From an optimization exercise on the open Yosys and OpenROAD flow, aimed at small area, a short achievable clock period and few clock cycles; shortcuts taken in it are not production practice.
Power figures rest on the tool's default switching activity, not on a simulated workload.

lane 1:
Design batbot_codec, start of the top module:
module batbot_codec (
    input  wire       clk,
    input  wire       rst,           
    input  wire       rx_valid,
    input  wire [7:0] rx_data,
    input  wire       rx_last,
    output wire       rx_ready,
    output wire       tx_valid,
    output wire [7:0] tx_data,
    output wire       tx_last,
    input  wire       tx_ready,
    input  wire [3:0] enc_a,
    input  wire [3:0] enc_b
);
Size: ~2400 cells after synthesis, ~490 flip-flops.
==> flow/config.mk <==
export PLATFORM = sky130hd
export DESIGN_NAME = batbot_codec
export DESIGN_NICKNAME = batbot_codec
export VERILOG_FILES = /design/flow/design.v
export SDC_FILE = /design/flow/constraint.sdc
export NUM_CORES = 4
export LEC_CHECK = 0
export CAP_MARGIN = 20
export CORE_MARGIN = 2
export CORE_UTILIZATION = 50
export CTS_BUF_LIST = sky130_fd_sc_hd__clkbuf_16
export CTS_CLUSTER_DIAMETER = 60
export CTS_CLUSTER_SIZE = 22
export PLACE_DENSITY = 0.65
export SLEW_MARGIN = 20
==> flow/constraint.sdc <==
create_clock -name core_clock -period 10.0 [get_ports {clk}]
set_input_delay 2.0000 -clock core_clock [delete_from_list [all_inputs] [get_ports {clk}]]
set_output_delay 2.0000 -clock core_clock [all_outputs]
set_load 0.01 [all_outputs]
standard.sh (not shown) runs the stock make flow with config.mk's settings and CLKGATE_MAP_FILE= SYNTH_SCRIPT=/design/flow/synth_recipe.tcl, a recipe that flattens the netlist after the stock synthesis.
==> flow/flow/run.sh <==
#!/bin/bash
# The standard layout, with two changes to how it is made:
#  - the port buffers are buf_4 cells
#  - repair_timing aims for more setup slack than the standard flow does
set -euo pipefail
bash standard.sh \
  "BUFFER_PORTS_ARGS=-buffer_cell sky130_fd_sc_hd__buf_4" \
  SETUP_SLACK_MARGIN=${MARGIN:-6.85} \
  finish > standard.log 2>&1
Input-level comparison between lane 2 and lane 1:
--- a/flow/design.v
+++ b/flow/design.v
@@ -132,19 +132,19 @@
             8'd5:    np_calc = (flen == 5'd4);
             8'd6:    np_calc = (flen == 5'd6);
             default: np_calc = 1'b0;
         endcase
     end
     wire [2:0]  pos_n = done ? 3'd0 : (pos == 3'd5) ? pos : pos + 3'd1;
     wire [4:0]  cnt_n = (pos == 3'd2) ? in_d[4:0] : (cnt != 5'd0) ? cnt - 5'd1 : cnt;
     wire        in_v_n    = take | (in_v & ~consume);
     wire        in_last_n = take ? rx_last : in_last;
-    wire        f_full_n  = f_full | ((f_cnt == FDEP - 1) & push);
+    wire        f_full_n  = (f_full & !pop) | ((f_cnt == FDEP - 1) & push & !pop);
     wire        hold_n    = in_v_n & in_last_n & f_full_n;
     wire        r_full_n  = ring_full | ((rcnt == RCAP - 1) & wr_ring);
     wire        echo_pn   = consume ? ((pos == 3'd4) ? (in_d == 8'd0) : (pos == 3'd5) & is_echo & (cnt_n >= 5'd3))
                                     : (pos == 3'd5) & is_echo & (cnt >= 5'd3);
     wire        rblk_n    = echo_pn & r_full_n;
     wire [RB:0] rcnt_p = rcnt + 1'b1;
     wire [RB:0] rcnt_m = rcnt - 1'b1;
     wire [RB:0] ccnt_m = ccnt - 1'b1;
     wire [RB:0] rcnt_a = discard ? ccnt   : wr_ring ? rcnt_p : rcnt;
@@ -257,19 +257,21 @@
     wire [7:0]  h_id   = (h_typ == T_ERR) ? h_inf[7:0] : {6'd0, h_inf[1:0]};
     wire [4:0]  h_len  = h_echo ? h_inf[6:2] : h_ang ? 5'd6 : 5'd5;
     wire        h_body = (tp == 3'd5);
     wire        h_crch = h_body && (tleft == 5'd2);
     wire        h_last = h_body && (tleft == 5'd1);
     wire        h_ring = h_echo && h_body && (tleft >= 5'd3);
     wire        h_wait;
     wire [15:0] tcrc_nx = crc_update(tc_first ? 16'h0000 : tcrc, tx_data_r);
     reg         dbusy;
+    reg  [7:0]  vlo;             
     reg  [1:0]  dph;             
+    reg  [1:0]  did_r;
     reg  [2:0]  dcnt;
     reg         dneg;
     reg  [7:0]  drem;
     reg  [11:0] dq;
     wire        cand_head = f_has && (tp == 3'd0) && h_ang;
     wire        cand_next = (f_cnt >= 2) && (tp != 3'd0) && (f_typ[1] == T_ANGLE);
     wire        dgo       = !dbusy && (cand_head || cand_next);
     wire [1:0]  did       = cand_head ? h_inf[1:0] : f_inf[1][1:0];
     wire [15:0] tsel = {drem[3:0], dq};
@@ -292,50 +294,56 @@
             3'd0: tbyte = 8'hFF;
             3'd1: tbyte = 8'h00;
             3'd2: tbyte = {3'd0, h_len};
             3'd3: tbyte = h_id;
             3'd4: tbyte = (h_typ == T_ERR) ? 8'h01 : (h_typ == T_SHORT) ? {5'd0, h_inf[4:2]} :
                           h_ang ? 8'h02 : 8'h00;
             default: tbyte = (tleft == 5'd2) ? tcrc_nx[15:8] :
                              (tleft == 5'd1) ? tcrc[7:0] :
                              h_echo ? ring[rp] :
-                             h_ang ? ((tleft == 5'd4) ? vout[15:8] : vout[7:0]) :
+                             h_ang ? ((tleft == 5'd4) ? vout[15:8] : vlo) :
                              (h_typ == T_ERR) ? {5'd0, h_inf[9], ~h_inf[9], h_inf[8]} : 8'h00;
         endcase
     end
     wire can  = f_has && !h_wait;
     wire adv  = !tx_valid_r || tx_ready;
     wire load = adv && can;
     assign pop     = load && h_last;
     assign rd_ring = load && h_ring;
     assign setzero    = f_has && (tp == 3'd0) && (h_typ == T_SHORT) && (h_inf[4:2] == 3'd5);
     assign setzero_id = h_inf[1:0];
+    always @(posedge clk)
+        if (load && h_ang && h_body && (tleft == 5'd4))
+            vlo <= vout[7:0];
     always @(posedge clk) begin
         if (rst) begin
             dbusy <= 1'b0;
             dph   <= 2'd0;
         end else begin
             if (dgo) begin
                 dbusy <= 1'b1;
+                dph   <= 2'd3;
+                did_r <= did;
+            end else if (dph == 2'd3) begin
                 dph   <= 2'd1;
-                {drem, dq} <= {4'd0, ticks[did]};
+                {drem, dq} <= {4'd0, ticks[did_r]};
             end else if (dph == 2'd1) begin
                 dph   <= 2'd2;
                 drem  <= x18[19:12];
                 dq    <= x18[11:0];
                 dneg  <= tsel[15];
                 dcnt  <= 3'd6;
             end else if (dcnt != 3'd0) begin
                 drem  <= rnx;
                 dq    <= {dq[9:0], qd};
                 dcnt  <= dcnt - 3'd1;
             end
-            if (load && h_ang && h_body && (tleft == 5'd3))
+            if (load && h_ang && h_body && (tleft == 5'd4))
                 dbusy <= 1'b0;
         end
     end
     always @(posedge clk) begin
         if (rst) begin
             tx_valid_r <= 1'b0;
             tp         <= 3'd0;
             rp         <= 0;
             tc_in      <= 1'b0;
Findings:
- Note that the number of setup buffers added after CTS recorded for lane 1 amounts to 1.4 times the value seen in lane 2.
- Status: starting density of the core parity (lane 1, lane 2)
- The end point of the critical path comes out tx_data[3] in one run and drem[5] in the other, namely in lane 2 and lane 1 respectively.
- Going from lane 1 to lane 2, clock network power grew by a little under 10%.
- Area overhead of the layout relative to synthesis (lower): lane 1
- Lane 2 vs. lane 1: setup slack went up; synthesized cell count shows a reduction of 16; first-pass GRT wire length moved up; share of post-route cells with drive strength above 1 now sits lower; maximum number of pins on one net before global-route repair down 9.
- Clock slew at the register clock pins of the worst setup and hold paths delta (lane 1 -> lane 2): insignificant
- When lane 2 is measured against lane 1, its count of flip-flops and latches turns out about 2% higher.
- In lane 2, the tightest slew margin relative to the limit came out 8.0 points above the value in lane 1.
- Lane 1 has lower via density per instance than lane 2.
- Lane 2: pin slew with the least headroom to its limit 0.12 ns below lane 1
Function was not checked in any run of this note: the RTL went through the layout flow alone.

==> port drivers added, routing unchanged <==
The flow's constraints put no driver on any port. The routed layouts listed below were extracted and timed again, unchanged, in two steps. Step 1, drivers: a clkbuf_16 drives clk and a buf_2 each remaining input, both assumed. Step 2 adds t to the input delays and takes it off the output delays; t is the mean of the earliest and latest rising clock arrival at the registers after step 1. Input paths then give back, and output paths get back, about the clock's delay inside the block. Slacks: no drivers / after step 1 / after step 2; pairs: no drivers / after step 1.
| run | shift t [ns] | setup slack, ns | hold slack, ns |
|---|---|---|---|
| lane 1 | 0.643 | 6.682 / 6.682 / 6.177 | 0.476 / 0.476 / 0.476 |
| lane 2 | 0.648 | 6.806 / 6.742 / 6.289 | 0.449 / 0.449 / 0.449 |
After both steps setup and hold are still met in every run listed. The setup slack of lane 2, which loses most, moves by -0.064 ns with the drivers and by -0.517 ns with both steps.
